This is an optimization exercise on Yosys and OpenROAD, whose aim is small area, not a production implementation.
Function was checked by simulation only, so behaviour that the tests miss may differ from the original.
No activity file was given, so power comes from the tool's default toggle rates.

==> flow/design.v <==
module zcpf_nec (
    input  wire       clk,
    input  wire       rst,       
    input  wire       zc_in,     
    input  wire       ir_in,     
    input  wire       dt_tick,   
    input  wire       tb_tick,   
    input  wire [3:0] addr,
    input  wire [7:0] wdata,
    input  wire       rd,
    input  wire       wr,
    output reg  [7:0] rdata,
    output wire       gate_n
);
    localparam [7:0]  KICK_HALFCYCLES = 8'd200;
    localparam [4:0]  PULSE_CYCLES    = 5'd16;
    localparam [15:0] MARK_MIN  = 16'd787;
    localparam [15:0] SPACE_RPT = 16'd394;
    localparam [15:0] BIT_MIN   = 16'd56;
    localparam [15:0] BIT_MAX   = 16'd84;
    localparam [15:0] BIT_DISC  = 16'd168;
    localparam [15:0] LOW_MIN   = 16'd56;
    localparam [15:0] LOW_MAX   = 16'd252;
    localparam [1:0]  IR_IDLE_TICKS = 2'd2;
    localparam [2:0] S_IDLE    = 3'd0;
    localparam [2:0] S_MARK    = 3'd1;
    localparam [2:0] S_SPACE   = 3'd2;
    localparam [2:0] S_HIGHBIT = 3'd3;
    localparam [2:0] S_LOWBIT  = 3'd4;
    localparam [2:0] S_REPEAT  = 3'd5;
    localparam [3:0] A_LEVEL  = 4'h0;
    localparam [3:0] A_CTRL   = 4'h1;
    localparam [3:0] A_ANGLE  = 4'h2;
    localparam [3:0] A_STATUS = 4'h3;
    localparam [3:0] A_FLAGS  = 4'h4;
    localparam [3:0] A_HCCNT  = 4'h5;
    localparam [3:0] A_OVFCNT = 4'h6;
    localparam [3:0] A_IRSTAT = 4'h7;
    localparam [3:0] A_FRAME0 = 4'h8;
    localparam [3:0] A_FRAME1 = 4'h9;
    localparam [3:0] A_FRAME2 = 4'hA;
    localparam [3:0] A_FRAME3 = 4'hB;
    function [7:0] lut;
        input [3:0] idx;
        begin
            case (idx)
                4'd0:    lut = 8'd255;
                4'd1:    lut = 8'd230;
                4'd2:    lut = 8'd205;
                4'd3:    lut = 8'd180;
                4'd4:    lut = 8'd155;
                4'd5:    lut = 8'd130;
                4'd6:    lut = 8'd105;
                4'd7:    lut = 8'd80;
                4'd8:    lut = 8'd55;
                default: lut = 8'd30;
            endcase
        end
    endfunction
    localparam [7:0] LUT_FULL = 8'd30;    
    function [3:0] clamp_level;
        input [7:0] d;
        begin
            if (d[7])
                clamp_level = 4'd0;
            else if (d > 8'd9)
                clamp_level = 4'd9;
            else
                clamp_level = d[3:0];
        end
    endfunction
    reg  [2:0]  ir_state;
    reg  [7:0]  phase_angle;
    reg  [7:0]  dly_cnt;
    reg         dly_armed;
    reg         gate;
    reg         run;
    reg  [3:0]  level;
    reg         start_req;
    reg  [7:0]  kick_cnt;
    reg  [15:0] tb_cnt;
    reg  [7:0]  hc_cnt;
    reg  [7:0]  ovf_cnt;
    reg         ir_level;
    reg  [15:0] ir_last;
    reg  [31:0] acc;
    reg  [5:0]  bitcnt;
    reg  [31:0] frame;
    reg  [1:0]  ir_idle;
    reg         frame_rdy;
    reg         rpt_pend;
    reg         ovf_f;
    reg         zc_f;
    reg  [4:0]  pulse_cnt;    
    reg         zc_prev;      
    reg         ir_prev;      
    wire ir_now = ~ir_in;                  
    wire zc_ev  = zc_in & ~zc_prev;        
    wire ir_ev  = ir_now ^ ir_prev;        
    reg  [2:0]  n_ir_state;
    reg  [7:0]  n_phase_angle;
    reg  [7:0]  n_dly_cnt;
    reg         n_dly_armed;
    reg         n_gate;
    reg         n_run;
    reg  [3:0]  n_level;
    reg         n_start_req;
    reg  [7:0]  n_kick_cnt;
    reg  [15:0] n_tb_cnt;
    reg  [7:0]  n_hc_cnt;
    reg  [7:0]  n_ovf_cnt;
    reg         n_ir_level;
    reg  [15:0] n_ir_last;
    reg  [31:0] n_acc;
    reg  [5:0]  n_bitcnt;
    reg  [31:0] n_frame;
    reg  [1:0]  n_ir_idle;
    reg         n_frame_rdy;
    reg         n_rpt_pend;
    reg         n_ovf_f;
    reg         n_zc_f;
    reg  [4:0]  n_pulse_cnt;
    reg  [3:0]  lvl_n;
    reg         req;
    reg  [15:0] iv;
    reg         err;
    reg         bit_val;
    always @* begin
        n_ir_state    = ir_state;
        n_phase_angle = phase_angle;
        n_dly_cnt     = dly_cnt;
        n_dly_armed   = dly_armed;
        n_gate        = gate;
        n_run         = run;
        n_level       = level;
        n_start_req   = start_req;
        n_kick_cnt    = kick_cnt;
        n_tb_cnt      = tb_cnt;
        n_hc_cnt      = hc_cnt;
        n_ovf_cnt     = ovf_cnt;
        n_ir_level    = ir_level;
        n_ir_last     = ir_last;
        n_acc         = acc;
        n_bitcnt      = bitcnt;
        n_frame       = frame;
        n_ir_idle     = ir_idle;
        n_frame_rdy   = frame_rdy;
        n_rpt_pend    = rpt_pend;
        n_ovf_f       = ovf_f;
        n_zc_f        = zc_f;
        n_pulse_cnt   = (pulse_cnt != 5'd0) ? pulse_cnt - 5'd1 : 5'd0;
        lvl_n   = 4'd0;
        req     = 1'b0;
        iv      = 16'd0;
        err     = 1'b0;
        bit_val = 1'b0;
        if (wr) begin
            case (addr)
                A_LEVEL: begin
                    lvl_n       = clamp_level(wdata);
                    req         = n_start_req;
                    n_start_req = 1'b0;
                    n_level     = lvl_n;
                    if (lvl_n == 4'd0) begin
                        n_run         = 1'b0;
                        n_kick_cnt    = 8'd0;
                        n_phase_angle = lut(4'd0);
                    end else if (!n_run && req) begin
                        n_run         = 1'b1;
                        n_kick_cnt    = KICK_HALFCYCLES;
                        n_phase_angle = LUT_FULL;
                    end else if (!n_run) begin
                        n_phase_angle = lut(lvl_n);
                    end else if (n_kick_cnt != 8'd0) begin
                    end else begin
                        n_phase_angle = lut(lvl_n);
                    end
                end
                A_CTRL: begin
                    n_start_req = wdata[0];
                end
                A_FLAGS: begin
                    if (wdata[0]) n_frame_rdy = 1'b0;
                    if (wdata[1]) n_rpt_pend  = 1'b0;
                    if (wdata[2]) n_ovf_f     = 1'b0;
                    if (wdata[3]) n_zc_f      = 1'b0;
                end
                default: ;
            endcase
        end
        if (zc_ev) begin
            n_hc_cnt    = n_hc_cnt + 8'd1;
            n_zc_f      = 1'b1;
            n_dly_cnt   = n_phase_angle;
            n_dly_armed = 1'b1;
            if (n_run && (n_phase_angle <= LUT_FULL))
                n_gate = 1'b1;
            if (n_kick_cnt != 8'd0) begin
                n_kick_cnt = n_kick_cnt - 8'd1;
                if (n_kick_cnt == 8'd0)
                    n_phase_angle = lut(n_level);
            end
        end
        if (dt_tick && n_dly_armed) begin
            if (n_dly_cnt != 8'd0) begin
                n_dly_cnt = n_dly_cnt - 8'd1;
            end else begin
                n_dly_armed = 1'b0;
                if (n_run)
                    n_pulse_cnt = PULSE_CYCLES;
                n_gate = 1'b0;
            end
        end
        if (ir_ev) begin
            iv         = n_tb_cnt - n_ir_last;
            n_ir_last  = n_tb_cnt;
            n_ir_level = ir_now;
            n_ir_idle  = 2'd0;
            err        = 1'b0;
            case (n_ir_state)
                S_IDLE: begin
                    if (ir_now) begin
                        n_acc      = 32'd0;
                        n_bitcnt   = 6'd0;
                        n_ir_state = S_MARK;
                    end
                end
                S_MARK: begin
                    if (iv < MARK_MIN) err = 1'b1;
                    n_ir_state = S_SPACE;
                end
                S_SPACE: begin
                    if (iv < SPACE_RPT) n_ir_state = S_REPEAT;
                    else                n_ir_state = S_HIGHBIT;
                end
                S_HIGHBIT: begin
                    if (iv < BIT_MIN || iv > BIT_MAX) err = 1'b1;
                    n_ir_state = S_LOWBIT;
                end
                S_LOWBIT: begin
                    if (iv < LOW_MIN || iv > LOW_MAX) err = 1'b1;
                    bit_val    = (iv >= BIT_DISC);
                    n_acc      = {bit_val, n_acc[31:1]};
                    n_bitcnt   = n_bitcnt + 6'd1;
                    n_ir_state = S_HIGHBIT;
                end
                S_REPEAT: begin
                    if (iv >= BIT_MIN && iv <= BIT_MAX) n_rpt_pend = 1'b1;
                    else                                err = 1'b1;
                    n_ir_state = S_IDLE;
                end
                default: begin
                    n_ir_state = S_IDLE;
                end
            endcase
            if (err) begin
                n_ir_state = S_IDLE;
                n_bitcnt   = 6'd0;
            end else if (n_bitcnt == 6'd32) begin
                n_frame     = n_acc;
                n_frame_rdy = 1'b1;
                n_ir_state  = S_IDLE;
                n_bitcnt    = 6'd0;
            end
        end
        if (tb_tick) begin
            n_tb_cnt = n_tb_cnt + 16'd1;
            if (n_tb_cnt == 16'd0) begin
                n_ovf_cnt = n_ovf_cnt + 8'd1;
                n_ovf_f   = 1'b1;
                if (n_ir_idle < IR_IDLE_TICKS)
                    n_ir_idle = n_ir_idle + 2'd1;
                if (n_ir_idle >= IR_IDLE_TICKS)
                    n_rpt_pend = 1'b0;
            end
        end
    end
    reg [7:0] rd_view;
    always @* begin
        case (addr)
            A_LEVEL:  rd_view = {4'd0, level};
            A_CTRL:   rd_view = {7'd0, start_req};
            A_ANGLE:  rd_view = phase_angle;
            A_STATUS: rd_view = {3'd0, ir_level, dly_armed, gate,
                                 (kick_cnt != 8'd0), run};
            A_FLAGS:  rd_view = {4'd0, zc_f, ovf_f, rpt_pend, frame_rdy};
            A_HCCNT:  rd_view = hc_cnt;
            A_OVFCNT: rd_view = ovf_cnt;
            A_IRSTAT: rd_view = {ir_state, bitcnt[4:0]};
            A_FRAME0: rd_view = frame[7:0];
            A_FRAME1: rd_view = frame[15:8];
            A_FRAME2: rd_view = frame[23:16];
            A_FRAME3: rd_view = frame[31:24];
            default:  rd_view = 8'd0;
        endcase
    end
    always @(posedge clk) begin
        zc_prev <= zc_in;
        ir_prev <= ir_now;
        if (rst) begin
            ir_state    <= S_IDLE;
            phase_angle <= lut(4'd0);
            dly_cnt     <= 8'd0;
            dly_armed   <= 1'b0;
            gate        <= 1'b0;
            run         <= 1'b0;
            level       <= 4'd0;
            start_req   <= 1'b0;
            kick_cnt    <= 8'd0;
            tb_cnt      <= 16'd0;
            hc_cnt      <= 8'd0;
            ovf_cnt     <= 8'd0;
            ir_level    <= 1'b0;
            ir_last     <= 16'd0;
            acc         <= 32'd0;
            bitcnt      <= 6'd0;
            frame       <= 32'd0;
            ir_idle     <= 2'd0;
            frame_rdy   <= 1'b0;
            rpt_pend    <= 1'b0;
            ovf_f       <= 1'b0;
            zc_f        <= 1'b0;
            pulse_cnt   <= 5'd0;
            rdata       <= 8'd0;
        end else begin
            ir_state    <= n_ir_state;
            phase_angle <= n_phase_angle;
            dly_cnt     <= n_dly_cnt;
            dly_armed   <= n_dly_armed;
            gate        <= n_gate;
            run         <= n_run;
            level       <= n_level;
            start_req   <= n_start_req;
            kick_cnt    <= n_kick_cnt;
            tb_cnt      <= n_tb_cnt;
            hc_cnt      <= n_hc_cnt;
            ovf_cnt     <= n_ovf_cnt;
            ir_level    <= n_ir_level;
            ir_last     <= n_ir_last;
            acc         <= n_acc;
            bitcnt      <= n_bitcnt;
            frame       <= n_frame;
            ir_idle     <= n_ir_idle;
            frame_rdy   <= n_frame_rdy;
            rpt_pend    <= n_rpt_pend;
            ovf_f       <= n_ovf_f;
            zc_f        <= n_zc_f;
            pulse_cnt   <= n_pulse_cnt;
            if (rd)
                rdata <= rd_view;
        end
    end
    assign gate_n = ~(gate | (pulse_cnt != 5'd0));
endmodule
==> flow/run.sh <==
#!/bin/bash
# synth_recipe.tcl (not shown) runs the flow's synth.tcl, then flattens the netlist and writes it again
# the make line also repeats each setting of config.mk as NAME=value (left out here)
make -C /OpenROAD-flow-scripts/flow DESIGN_CONFIG=/design/flow/config.mk WORK_HOME=/design/flow/orfs CLKGATE_MAP_FILE= SYNTH_SCRIPT=/design/flow/synth_recipe.tcl finish
==> flow/config.mk <==
export PLATFORM = sky130hd
export DESIGN_NAME = zcpf_nec
export DESIGN_NICKNAME = zcpf_nec
export VERILOG_FILES = /design/flow/design.v
export SDC_FILE = /design/flow/constraint.sdc
export NUM_CORES = 4
export LEC_CHECK = 0
export CAP_MARGIN = 20
export CORE_MARGIN = 2
export CORE_UTILIZATION = 40
export SLEW_MARGIN = 20
==> flow/constraint.sdc <==
create_clock -name core_clock -period 10.0 [get_ports {clk}]
set_input_delay 2.0000 -clock core_clock [delete_from_list [all_inputs] [get_ports {clk}]]
set_output_delay 2.0000 -clock core_clock [all_outputs]
set_load 0.01 [all_outputs]
==> run notes <==
==> layout make-up <==
type	instances	area, sq um
clock buffers	17	425.4
fillers	2448	13440
repair buffers	39	360.3
multi-input cells	938	5987
inverters	41	153.9
well taps	324	405.4
clock inverters	15	183.9
flip-flops and latches	175	3503
==> Yosys cell counts, drive strengths merged (6+ instances only) <==
cell type  count
o31ai          6
o21ai         57
and2           9
nand2b        10
and3          18
xor2          37
nor3          30
a21oi         77
nand3         27
o2111ai        6
xnor2         22
a311oi         6
buf           15
a21o           7
a211oi        68
nand2        119
and4           6
ha            36
a31oi         11
a22o           9
inv           41
a32oi          8
o211ai        11
nor2b          9
dfxtp        175
nand4         20
o22ai          7
nor2         169
clkbuf        79
mux2i         17
nor4           9
or3           11
a22oi         38
==> routing by layer <==
metal | up-vias | routed length [microns]
met5 | - | 0
met4 | 0 | 457
met3 | 33 | 1182
met2 | 190 | 11310
met1 | 4125 | 12720
li1 | 4467 | -
==> worst min-delay path, stage by stage, from the launching register on <==
cell	delay, ns
sky130_fd_sc_hd__dfxtp_1	0.31
sky130_fd_sc_hd__nand2_1	0.05
sky130_fd_sc_hd__a21oi_1	0.05
==> cells by family (layout without fill, tap and decap cells) <==
kind of cell | Yosys count | count (layout) | synth area share, %
muxes | 23 | 23 | 2.487
DFF | 175 | 175 | 35.00
AOI/OAI and AO/OA | 360 | 360 | 25.83
xor gates and xnor gates | 59 | 59 | 5.162
and+or+nand+nor | 459 | 459 | 21.39
adders and majority gates | 37 | 37 | 4.700
buffers and inverters | 135 | 112 | 5.437
==> flip-flops by register name, summed over array words and instances (netlist names), 6 cells and up <==
name and flops:
ir_last 16, dly_cnt 8, hc_cnt 8, bitcnt 6, frame 32, rdata 8, phase_angle 8, acc 32
tb_cnt 16, ovf_cnt 8, kick_cnt 8
==> metrics by stage <==
step                total power, mW  util, %
floorplan                     1.131        -
global placement              1.245    42.56
detailed placement            1.246    42.56
CTS                           1.923    45.05
global route                  2.023    45.05
finish                        1.910    45.05
==> where the power goes <==
part	switching (mW)	leakage, nW	internal, mW
registers	0.0425	1.42	0.739
clock network	0.335	0.295	0.340
logic	0.275	2.22	0.179
total	0.653	3.93	1.26
==> worst paths after layout <==
path	from	end	slack [ns]
worst max-delay path	wdata[6]	pulse_cnt[2]	4.10
worst min-delay path	ir_last[8]	ir_last[8]	0.46
worst max register to register	tb_cnt[0]	frame[15]	5.57
worst min register to register	ir_last[8]	ir_last[8]	0.46
==> summary.txt <==
Placed design
  • Post-DP HPWL: 17,810 microns
  • Buffers on Ports: 28
  • Placed Instance Area: 0.01041 sq mm
  • Placed insts: 1,517
  • Worst setup slack before clock tree synthesis: 3.626 ns
  • Final weighted congestion of routability-driven global placement: 0.8645

Hold path
  • Worst Hold Path Cells: 2
  • Hold Crit Class: flop to flop

Detailed routing
  • Violation count after the first detailed-route iteration: 783
  • # DRC: 0
  • Antenna Nets Post-Route: 0
  • Sum of routed wire length over all layers: 25,670 microns
  • First-pass DRT Iterations: 5
  • Average via count per standard cell: 5.691
  • Via count: 8,815
  • Average routed wire per standard cell: 16.57 microns

Timing
  • Post-layout min period: 5.899 ns
  • Finish-stage setup viols: 0
  • Fin worst setup slack: 4.101 ns
  • Final worst clock skew: 0.01091 ns
  • Final Hold Vio Count: 0
  • Unrepaired setup endpoints after global routing: false
  • Transition time at the pin with the least slew margin: 1.024 ns
  • Max Clk Rate: 169.5 MHz
  • Headroom to the max-slew limit: 31.63%
  • Final Cycle Share: 58.99%
  • Final max-slew violation count: 0
  • Worst-case hold slack: 0.4581 ns
  • Summed negative setup slack over all endpoints: 0 ns

CTS
  • Setup repair bufs after CTS: 0
  • Worst-Skew Late Latency: 0.44 ns
  • Clock slew at reported path FFs: 0.08 ns
  • Clock Path Buffers: 2
  • Clk root buf: sky130_fd_sc_hd__clkbuf_16
  • Clock tree from TritonCTS: done
  • Sink Count: 175
  • Number of buffers inserted for hold repair after clock tree synthesis: 0
  • Count of cells resized by post-cts repair: 0
  • H-tree depth reported by CTS: 4
  • TritonCTS buffer count: 17

Worst setup path
  • Reg2reg path depth: 15
  • Cells along the critical path: clkdlybuf4s50_1, or4_1, or3_1, ha_1, a21oi_1, nand2b_1, o211ai_1, mux2i_1, ha_1, o2111a_1, and4b_1, nand2_1, o221ai_1, nor2_1
  • CP top delay family: simple AND/OR/NAND/NOR gates
  • CP bufs+invs: 1
  • Crit. path cell count: 14
  • Largest fanout on the critical path: 15
  • Classification of the worst setup path: primary input to flop
  • Kind of capture point of the worst setup path: flop
  • Dominant cell type by count on the critical path: sky130_fd_sc_hd__ha_1
  • Crit path required time: 10.32 ns
  • Highest cell delay on the worst timing path: 0.57 ns
  • CP arrival: 6.22 ns
  • Type of element launching the critical path: primary input
  • Standard cell with the maximum stage delay on the critical path: sky130_fd_sc_hd__or4_1

Floorplanning
  • Die Outline Area: 0.02631 sq mm
  • Height of the die: 162.2 microns
  • Core box area: 0.02446 sq mm
  • Die Wd: 162.2 microns
  • Starting utilization of the core area: 40.92%
  • I/O pins: 29
  • Cell Rows: 57

Run status
  • Outcome: complete, no violations

Cells and area
  • Final cell count without fillers: 1,549
  • Ant. Diodes: 0
  • Net count reported at finish: 1,269
  • Post-Layout Inst Area: 0.01102 sq mm
  • Most common cell after layout, fill and taps aside: sky130_fd_sc_hd__dfxtp_1
  • Synthesis-to-layout area growth: 10.09%
  • Layout cell share with drive strength beyond 1: 7.102%
  • Most used cells in the layout excluding fill and tap cells: sky130_fd_sc_hd__dfxtp_1 (175), sky130_fd_sc_hd__nor2_1 (169), sky130_fd_sc_hd__nand2_1 (119)

Logic synthesis
  • Average size of a mapped cell: 8.021 sq um
  • Most area-consuming cells after synthesis: sky130_fd_sc_hd__dfxtp_1 (35%), sky130_fd_sc_hd__nor2_1 (6.3%), sky130_fd_sc_hd__ha_1 (4.5%), sky130_fd_sc_hd__nand2_1 (4.5%), sky130_fd_sc_hd__a21oi_1 (3.7%)
  • Number of distinct library cell variants in the gate-level netlist after synthesis: 78
  • Cell Area, Synth: 0.01001 sq mm
  • Warnings from Yosys: 1
  • Post-synth top area share: 35.00%
  • Flops & latches, synth: 175
  • Most area-hungry cell type in the Yosys netlist: sky130_fd_sc_hd__dfxtp_1
  • Ys flop type: sky130_fd_sc_hd__dfxtp_1
  • Share of flip-flops with an asynchronous set or reset after synthesis: 0%
  • Sequential element share of the synthesized area: 35.00%
  • Instance count of the mapped netlist: 1,248
  • EDFF count, synth: 0
  • Net Count, Synth: 1,305

Global routing
  • Largest net degree at the start of global routing: 83
  • Met2 Track Usage GR: 30.25%
  • Most Crowded Layer GR: met2
  • Global-route wire length before repair: 42,390 microns
  • Initial antenna violation count: 0
  • Total gr overflow: 0
  • Met3 capacity usage during global routing: 3.422%
  • Number of global-route vias before repair: 8,073
  • Met1 track demand over resource in global routing: 28.49%
  • Overall Global Routing Usage: 19.80%

Power
  • VDD IR max: 0.1893 mV
  • Static leakage: 3.934 nW
  • Power per standard cell area: 173.3 mW/mm^2

Job
  • Max-cap viol count: 0

-- separate check: timing with driven ports --
The results above use ideal ports. As a check the final layout listed here was re-extracted and re-timed, cells and wires unchanged.
Step 1 assumes that a clkbuf_16 drives the clock port and a buf_2 every other input.
Step 2 moves the port delays by t, midway between the first and last clock arrival at a register: inputs arrive t later, outputs are due t later. That takes back most of the time a late clock gives input paths.
Slacks: no drivers / after step 1 / after step 2; pairs: no drivers / after step 1.
t (ns): 0.483
setup slack, ns: 4.101 / 4.130 / 3.647
hold slack, ns: 0.458 / 0.458 / 0.458
clock arrival spread, ns: 0.012 / 0.012
slew at the worst register clock pin (ns): 0.08 / 0.08
After both steps this run still meets setup and hold. The setup slack of this run moves by +0.029 ns with the drivers and by -0.454 ns with both steps.
